This is an optimization exercise on Yosys and OpenROAD, whose aim is small area, a short achievable clock period and few clock cycles per item, not a production implementation.
Function not checked in this run: the RTL went through the layout flow alone.
Power is estimated from default activity; no workload was simulated.

==> flow/design.v <==
module g2c1_pie_rx (
    input  wire         clk,
    input  wire         rst,           
    input  wire         edge_valid,
    output wire         edge_ready,
    input  wire [31:0]  edge_dur,      
    input  wire         edge_last,     
    input  wire [31:0]  rt_tol,        
    input  wire [31:0]  tr_tol,        
    output wire         res_valid,
    input  wire         res_ready,
    output wire [31:0]  res_flags,
    output wire [31:0]  res_tari,
    output wire [31:0]  res_rtcal,
    output wire [31:0]  res_trcal,
    output wire [31:0]  res_blf,
    output wire [15:0]  res_start,
    output wire [15:0]  res_end,
    output wire [6:0]   res_nbits,
    output wire [63:0]  res_bits,      
    output wire [111:0] res_fields     
);
    localparam [31:0] MAX_SYMBOL = 32'd16384000;    
    localparam [23:0] TARI_MIN   = 24'd409600;      
    localparam [23:0] TARI_MAX   = 24'd1638400;     
    localparam [1:0] P_RT = 2'd0, P_TR = 2'd1, P_DATA = 2'd2;
    reg        d_v;          
    reg        d_gap;
    reg        d_last;
    reg [23:0] d;
    reg [23:0] rt_q;
    reg        rt_big;
    reg [24:0] tr_q;
    reg        tr_big;
    reg        fin;          
    reg        out_v;        
    reg        end_last;     
    reg [15:0] idx;          
    reg [15:0] sub_start;
    reg        act;          
    reg [1:0]  phase;
    reg        p_ok;         
    reg [20:0] tari;
    reg        cal_ok;
    reg        trcal_ok;
    reg [23:0] rtcal;        
    reg [23:0] trcal;
    reg [63:0] bits;
    reg [6:0]  nbits;
    reg        bitovf;
    reg [4:0]  crc;
    reg        dst;          
    reg [26:0] dv_r;         
    reg [33:0] dv_q;         
    reg        m_ok, m_size, m_crc, m_blf;
    reg [2:0]  m_type;
    reg        o_q, o_qa, o_qr, o_ack;
    wire release_ = out_v && res_ready;
    assign edge_ready = !(d_v && fin);
    always @(posedge clk) begin
        rt_q   <= rt_tol[23:0];
        rt_big <= |rt_tol[31:24];
        tr_q   <= tr_tol[24:0];
        tr_big <= |tr_tol[31:25];
        if (rst)
            d_v <= 1'b0;
        else if (edge_ready)
            d_v <= edge_valid;
        if (edge_ready) begin
            d      <= edge_dur[23:0];
            d_gap  <= (edge_dur > MAX_SYMBOL);
            d_last <= edge_last;
        end
    end
    wire proc  = d_v && !fin;
    wire run   = proc && !d_gap;           
    wire first = run && !act;              
    wire endc  = proc && (d_gap ? act : d_last);
    wire        is_tr   = (phase == P_TR);
    wire        tol_big = is_tr ? tr_big : rt_big;
    wire [24:0] tol     = is_tr ? tr_q : {1'b0, rt_q};
    wire [26:0] e_s  = {3'b000, d} + {2'b00, tol} - {3'b000, rtcal} -
                       (is_tr ? 27'd0 : {3'b000, rtcal});
    wire [30:0] f_s  = {{3{e_s[26]}}, e_s, 1'b0} + (is_tr ? {e_s[26], e_s, 3'b000} : 31'd0) -
                       {7'd0, rtcal};
    wire [27:0] c2x  = {3'b000, rtcal, 1'b0} + {4'b0000, rtcal} + {3'b000, tol} - {4'b0000, d};
    wire        c_ok = tol_big || (!f_s[30] && !c2x[27]);
    wire        data_bit = ({d, 1'b0} > {1'b0, rtcal});
    wire        tari_ok  = (d >= TARI_MIN) && (d <= TARI_MAX);
    wire        dr     = bits[59];
    wire [25:0] dv_d   = dr ? ({1'b0, trcal, 1'b0} + {2'b00, trcal}) : {2'b00, trcal};
    wire        blf_in = dr ? (trcal >= 24'd22) : (trcal >= 24'd9);
    reg  [25:0] dv_msb;
    reg         seen;
    integer     k;
    always @(*) begin
        seen = 1'b0;
        for (k = 25; k >= 0; k = k - 1) begin
            dv_msb[k] = dv_d[k] && !seen;
            seen = seen || dv_d[k];
        end
    end
    wire        dv_run   = dst && !dv_q[33];
    wire [27:0] dv_diff  = {1'b0, dv_r} - {2'b00, dv_d};
    wire        dv_ge    = !dv_diff[27];
    wire [26:0] dv_rn    = dv_ge ? dv_diff[26:0] : dv_r;
    wire        dv_start = act && !dst && !fin && trcal_ok && blf_in &&
                           (bits[63:60] == 4'b1000) && (nbits >= 7'd5);
    wire        dv_ok    = !dst || dv_q[33] || dv_q[32];
    reg        act_n, p_ok_n, cal_ok_n, trcal_ok_n, bitovf_n, dst_n;
    reg [1:0]  phase_n;
    reg [20:0] tari_n;
    reg [23:0] rtcal_n, trcal_n;
    reg [63:0] bits_n;
    reg [6:0]  nbits_n;
    reg [4:0]  crc_n;
    reg        bit_st;       
    reg [5:0]  bit_pos;
    reg        crc_en;
    always @(*) begin
        if (first) begin
            p_ok_n     = 1'b0;
            cal_ok_n   = 1'b0;
            trcal_ok_n = 1'b0;
            bitovf_n   = 1'b0;
            dst_n      = 1'b0;
            phase_n    = P_RT;
            tari_n     = 21'd0;
            trcal_n    = 24'd0;
            bits_n     = 64'd0;
            nbits_n    = 7'd0;
            crc_n      = 5'b01001;
        end else begin
            p_ok_n     = p_ok;
            cal_ok_n   = cal_ok;
            trcal_ok_n = trcal_ok;
            bitovf_n   = bitovf;
            dst_n      = dst || dv_start;
            phase_n    = phase;
            tari_n     = tari;
            trcal_n    = trcal;
            bits_n     = bits;
            nbits_n    = nbits;
            crc_n      = crc;
        end
        rtcal_n = rtcal;
        act_n   = act;
        bit_st  = 1'b0;
        bit_pos = nbits[5:0];
        crc_en  = 1'b0;
        if (run) begin
            act_n  = 1'b1;
            p_ok_n = tari_ok;
            case (phase_n)
                P_RT: begin
                    rtcal_n = d;
                    if (p_ok && c_ok && !first) begin
                        cal_ok_n = 1'b1;
                        tari_n   = rtcal[20:0];
                        phase_n  = P_TR;
                    end
                end
                P_TR: begin
                    phase_n = P_DATA;
                    if (c_ok) begin
                        trcal_ok_n = 1'b1;
                        trcal_n    = d;
                    end else begin
                        bit_st = 1'b1;
                    end
                end
                default: begin
                    if (!nbits[6]) bit_st = 1'b1;
                    else bitovf_n = 1'b1;
                end
            endcase
            if (bit_st) begin
                nbits_n = nbits_n + 7'd1;
                bits_n[~bit_pos] = data_bit;
                if (nbits_n <= 7'd22) crc_n = {crc_n[3:0], 1'b0} ^ ((crc_n[4] ^ data_bit) ? 5'b01001 : 5'b00000);
            end
        end
    end
    wire        dat_st = run && !first && (phase == P_DATA) && !nbits[6];
    reg  [63:0] bits_d;
    reg  [6:0]  nbits_d;
    reg  [4:0]  crc_d;
    always @(*) begin
        bits_d  = first ? 64'd0 : bits;
        nbits_d = first ? 7'd0 : nbits;
        crc_d   = crc;
        if (dat_st) begin
            bits_d[~nbits[5:0]] = data_bit;
            nbits_d = nbits + 7'd1;
            crc_d   = {crc[3:0], 1'b0} ^ ((crc[4] ^ data_bit) ? 5'b01001 : 5'b00000);
        end
    end
    reg        q_n, qa_n, qr_n, ack_n, nak_n, size_n;
    always @(*) begin
        q_n = 1'b0; qa_n = 1'b0; qr_n = 1'b0; ack_n = 1'b0; nak_n = 1'b0; size_n = 1'b0;
        if (nbits_d >= 7'd2) begin
            case (bits_d[63:62])
                2'b00: if (nbits_d >= 7'd4) qr_n = 1'b1; else size_n = 1'b1;
                2'b01: if (nbits_d >= 7'd18) ack_n = 1'b1; else size_n = 1'b1;
                2'b10: if (nbits_d >= 7'd4) begin
                           if (bits_d[61:60] == 2'b00) begin
                               if (nbits_d >= 7'd17) q_n = 1'b1; else size_n = 1'b1;
                           end else if (bits_d[61:60] == 2'b01) begin
                               if (nbits_d < 7'd9) size_n = 1'b1;
                               else if (bits_d[57:55] == 3'b000 || bits_d[57:55] == 3'b110 ||
                                        bits_d[57:55] == 3'b011) qa_n = 1'b1;
                           end
                       end
                default: if (nbits_d >= 7'd8 && bits_d[61:56] == 6'b000000) nak_n = 1'b1;
            endcase
        end
    end
    wire [4:0] crc_f    = (dat_st && nbits < 7'd22) ? crc_d : crc;
    wire       crc_ok_n = (nbits_d >= 7'd22) && (crc_f == 5'd0);
    wire blf_in_n = bits_d[59] ? (trcal >= 24'd22) : (trcal >= 24'd9);
    always @(posedge clk) begin
        if (rst) begin
            fin      <= 1'b0;
            out_v    <= 1'b0;
            act      <= 1'b0;
            end_last <= 1'b0;
            idx      <= 16'd0;
        end else if (release_) begin
            fin   <= 1'b0;
            out_v <= 1'b0;
            act   <= 1'b0;
            idx   <= end_last ? 16'd0 : idx + 16'd1;
        end else if (fin) begin
            if (dv_ok) out_v <= 1'b1;
        end else if (proc) begin
            act      <= act_n;
            end_last <= d_last;
            if (endc) begin
                fin   <= 1'b1;
                out_v <= dv_ok;
            end
            if (d_gap) begin
                if (!act) idx <= d_last ? 16'd0 : idx + 16'd1;
            end else begin
                idx <= idx + 16'd1;
            end
        end
        if (first) sub_start <= idx;
        p_ok     <= p_ok_n;
        cal_ok   <= cal_ok_n;
        trcal_ok <= trcal_ok_n;
        bitovf   <= bitovf_n;
        dst      <= dst_n;
        phase    <= phase_n;
        tari     <= tari_n;
        rtcal    <= rtcal_n;
        trcal    <= trcal_n;
        bits     <= bits_n;
        nbits    <= nbits_n;
        crc      <= crc_n;
        m_ok   <= q_n | qa_n | qr_n | ack_n | nak_n;
        m_size <= size_n;
        m_type <= {nak_n, qr_n | ack_n, qa_n | ack_n};
        o_q    <= q_n;
        o_qa   <= qa_n;
        o_qr   <= qr_n;
        o_ack  <= ack_n;
        m_crc  <= q_n && crc_ok_n;
        m_blf  <= q_n && trcal_ok && blf_in_n;
        if (dv_start) begin
            dv_r <= {1'b0, dv_msb};
            dv_q <= dr ? {8'd0, dv_msb} >> 6 : {8'd0, dv_msb} >> 3;
        end else if (dv_run) begin
            dv_r <= {dv_rn[25:0], 1'b0};
            dv_q <= {dv_q[32:0], dv_ge};
        end
    end
    assign res_valid  = out_v;
    assign res_flags  = {13'd0, m_type, 4'd0, 2'b00, !m_ok, m_size, 1'b0, 1'b0, m_crc, bitovf,
                         m_blf, m_ok, trcal_ok, cal_ok};
    assign res_tari   = {11'd0, tari};
    assign res_rtcal  = {8'd0, rtcal & {24{cal_ok}}};
    assign res_trcal  = {8'd0, trcal};
    assign res_blf    = dv_q[31:0] & {32{m_blf}};
    assign res_start  = sub_start;
    assign res_end    = idx;
    assign res_nbits  = nbits;
    assign res_bits   = bits;
    wire [1:0] qa_updn = (bits[57:55] == 3'b110) ? 2'd1 : (bits[57:55] == 3'b011) ? 2'd2 : 2'd0;
    assign res_fields[15:0]   = ({16{o_ack}} & bits[61:46]) |
                                ({16{o_qr}}  & {14'd0, bits[61:60]}) |
                                ({16{o_qa}}  & {14'd0, bits[59:58]}) |
                                ({16{o_q}}   & {15'd0, bits[59]});
    assign res_fields[31:16]  = ({16{o_q}}  & (16'd1 << bits[58:57])) |
                                ({16{o_qa}} & {14'd0, qa_updn});
    assign res_fields[47:32]  = {15'd0, o_q & bits[56]};
    assign res_fields[63:48]  = {14'd0, {2{o_q}} & bits[55:54]};
    assign res_fields[79:64]  = {14'd0, {2{o_q}} & bits[53:52]};
    assign res_fields[95:80]  = {15'd0, o_q & bits[51]};
    assign res_fields[111:96] = {12'd0, {4{o_q}} & bits[50:47]};
endmodule
==> flow/run.sh <==
#!/bin/bash
# synth_recipe.tcl (not shown) runs the flow's synth.tcl, then flattens the netlist and writes it again
# the make line also repeats each setting of config.mk as NAME=value (left out here)
make -C /OpenROAD-flow-scripts/flow DESIGN_CONFIG=/design/flow/config.mk WORK_HOME=/design/flow/orfs CLKGATE_MAP_FILE= SYNTH_SCRIPT=/design/flow/synth_recipe.tcl finish
==> flow/config.mk <==
export PLATFORM = sky130hd
export DESIGN_NAME = g2c1_pie_rx
export DESIGN_NICKNAME = g2c1_pie_rx
export VERILOG_FILES = /design/flow/design.v
export SDC_FILE = /design/flow/constraint.sdc
export NUM_CORES = 4
export LEC_CHECK = 0
export CAP_MARGIN = 20
export CORE_MARGIN = 2
export CORE_UTILIZATION = 40
export PLACE_DENSITY = 0.6
export SLEW_MARGIN = 20
==> flow/constraint.sdc <==
create_clock -name core_clock -period 10.0 [get_ports {clk}]
set_input_delay 2.0000 -clock core_clock [delete_from_list [all_inputs] [get_ports {clk}]]
set_output_delay 2.0000 -clock core_clock [all_outputs]
set_load 0.01 [all_outputs]
==> run summary <==
[flip-flops by register name, summed over array words and instances (netlist names), 2 cells and up]
| register | count |
|---|---|
| bits | 64 |
| dv_q | 34 |
| rtcal | 24 |
| sub_start | 16 |
| m_type | 3 |
| nbits | 7 |
| idx | 16 |
| tari | 21 |
| trcal | 24 |
| crc | 5 |
| rt_q | 24 |
| d | 24 |
| dv_r | 27 |
| phase | 2 |
| tr_q | 25 |
[layout make-up]
class	instances	share of cell area
multi-input combinational	2059	0.497
sequential	338	0.267
clock inverter	17	0.00557
clock buffer	61	0.0414
timing repair buffer	371	0.122
inverter	254	0.0317
tap	837	0.0348
[layer usage]
metal	vias up	part of all wire
met2	658	0.47
met5	-	0
met4	0	0.032
li1	10192	-
met1	10256	0.44
met3	114	0.055
[worst max-delay path, delay by kind of cell, from the launching register on]
kind | cells | cell delay (ps)
AND/OR/NAND/NOR | 5 | 1260
AO/OA/AOI/OAI | 16 | 4190
flip-flops | 1 | 550
adder cells (fa/ha/maj) | 5 | 1730
buffers and inverters | 5 | 750
[kinds of logic after synthesis]
| family | after synthesis | synth area share |
|---|---|---|
| AO/OA/AOI/OAI | 633 | 0.172 |
| XOR/XNOR | 77 | 0.0271 |
| adder cells (fa/ha/maj) | 306 | 0.182 |
| buffers and inverters | 496 | 0.0966 |
| flip-flops | 338 | 0.323 |
| multiplexers | 64 | 0.0259 |
| other | 1 | 0.000151 |
| AND/OR/NAND/NOR | 849 | 0.173 |
[per-stage QoR]
| stage | std cells | power [uW] | util |
|---|---|---|---|
| floorplan | 2893 | 2080 | - |
| global placement | 3859 | 2250 | 0.465 |
| detailed placement | 3859 | 2270 | 0.465 |
| CTS | 3937 | 3830 | 0.488 |
| global route | 3937 | 3990 | 0.488 |
| finish | 3937 | 3800 | 0.488 |
[where the power goes]
group,internal [uW],switching [uW],total [uW]
Clock,925,618,1540
Combinational,324,436,760
Sequential,1450,43.0,1490
[worst paths after layout]
kind                    to  depth (start not counted)  startpoint  slack [ps]
setup / recovery  bits[38]                         31    phase[1]        1350
hold reg to reg   bits[16]                          2    bits[16]         460
hold / removal    bits[16]                          2    bits[16]         460
setup reg to reg  bits[38]                         31    phase[1]        1350
[layout by cell type, fill, tap and decap left out, drive strengths merged, types with 48 or more instances in the layout]
master,count
xnor2,48
nand3,110
o21ai,129
clkdlybuf4s50,347
inv,257
a21oi,128
mux2i,61
dfxtp,211
edfxtp,127
fa,95
nor2,168
ha,210
clkbuf,61
conb,130
o31ai,74
nand2,217
and2,118
==> results_dict.tcl <==
set metrics [dict create \
    grt-ovfl-total 0 \
    fill_cells 5872 \
    finalWorstSetupSlack_ps 1350 \
    antennaDiodeCount 0 \
    synth_most_common_cell "inv_1" \
    design_area_um2 30100 \
    die_area_um2 64200 \
    drive_gt1_frac 0.0455 \
    max_stage_delay_ps 670 \
    grt_util_all_layers 0.233 \
    rows 91 \
    synth_top_area_frac 0.170 \
    postCtsSetupBuffers 0 \
    power_density_nw_per_um2 126 \
    ctsRootBufferMaster "clkbuf_16" \
    numPortBuffers 347 \
    cts_resized 0 \
    routed-via-count 21220 \
    yosys.area.top_type "dfxtp_1" \
    slew_headroom 0.245 \
    multi_input_area_um2 15000 \
    start_kind "register" \
    syn_area_um2 24900 \
    drv_slew 0 \
    clk_pin_slew_ps 60 \
    post-place-ws_ps 1500 \
    synth.yosys.seq_area_share 0.323 \
    clkLatencyLatePin_ps 580 \
    wirelength_um 76200 \
    max_cap_viol_count 0 \
    wl_per_cell_um 19.3 \
    required_ps 10450 \
    finalSetupTns_ps 0 \
    drcViolationCount 0 \
    start_util 0.404 \
    worst-slew-pin-transition_ps 1130 \
    dominantRegCellSynth "dfxtp_1" \
    htree_num_levels 2 \
    synth_cell_types 94 \
    postPlaceCellArea_um2 28700 \
    drtIter0Drc 1326 \
    use_met2 0.382 \
    post-route-period-util 0.865 \
    grt.met1_usage 0.314 \
    p_leak_uw 0.0126 \
    grt_pass1_wl_um 117000 \
    first_pass_iters 5 \
    synth_warnings 1 \
    synth_area_leaders "dfxtp_1 17%, edfxtp_1 15%, ha_1 11%, fa_1 7.6%, buf_4 4.2%" \
    timing.fmax_mhz 116 \
    top_usage_layer "met2" \
    critical_path_arrival_ps 9090 \
    whs_ps 460 \
    area_growth_pct 20.9 \
    die_w_um 253 \
    peakVddDrop_uv 101 \
    grt_use_met3 0.0306 \
    worst_path_max_delay_cell "nand2b_1" \
    place_hpwl_um 60000 \
    nNetsFinal 3472 \
    syn_inst 2764 \
    clock_sinks 338 \
    grt_pass1_vias 20639 \
    ioPinCount 478 \
    hold_violations 0 \
    ys_top_cells_by_count "251 x inv_1, 217 x nand2_1, 211 x dfxtp_1" \
    cts_tree "yes" \
    avgViaCountPerCell 5.39 \
    hp-class "register to register" \
    fin_crit_ps 8650 \
    ys_ff_latch 338 \
    cts_hold_repair.buffers 0 \
    numCtsBuffers 42 \
    register_area_um2 8040 \
    critPathMaxFanout 52 \
    synth_edf_count 127 \
    core_um2 61600 \
    finalWeightedCongestion 0.935 \
    end_kind "register" \
    clock-skew-final_ps 20.3 \
    rsz0062_at_grt "no" \
    setup_viol 0 \
    run_status "no timing/DRC/antenna violations" \
    async_reset_ff_frac 0 \
    syn_area_per_cell_um2 9.00 \
    die_h_um 253 \
    ant_nets 0 \
    grt_start_max_net_pins 77 \
    crit_type "register to register" \
    antenna_found_initial 2 \
    clk_path_buf_depth 3 \
]

-- re-timing with driven ports --
Ports are ideal in the flow. The routed layout listed here was re-timed in OpenROAD.
Step 1, drivers: a clkbuf_16 drives clk and a buf_2 each remaining input, both assumed.
Step 2 adds t to the input delays and takes it off the output delays; t is the mean of the earliest and latest rising clock arrival at the registers after step 1. Input paths then give back, and output paths get back, about the clock's delay inside the block.
Slacks: ideal ports / drivers / drivers and shift; pairs: ideal ports / drivers.
t (ns): 0.635
slack for setup (ns): 1.352 / 1.352 / 1.352
hold slack, ns: 0.460 / 0.460 / 0.460
After both steps setup and hold are still met in this run. The setup slack of this run moves by 0.000 ns with the drivers and by 0.000 ns with both steps.
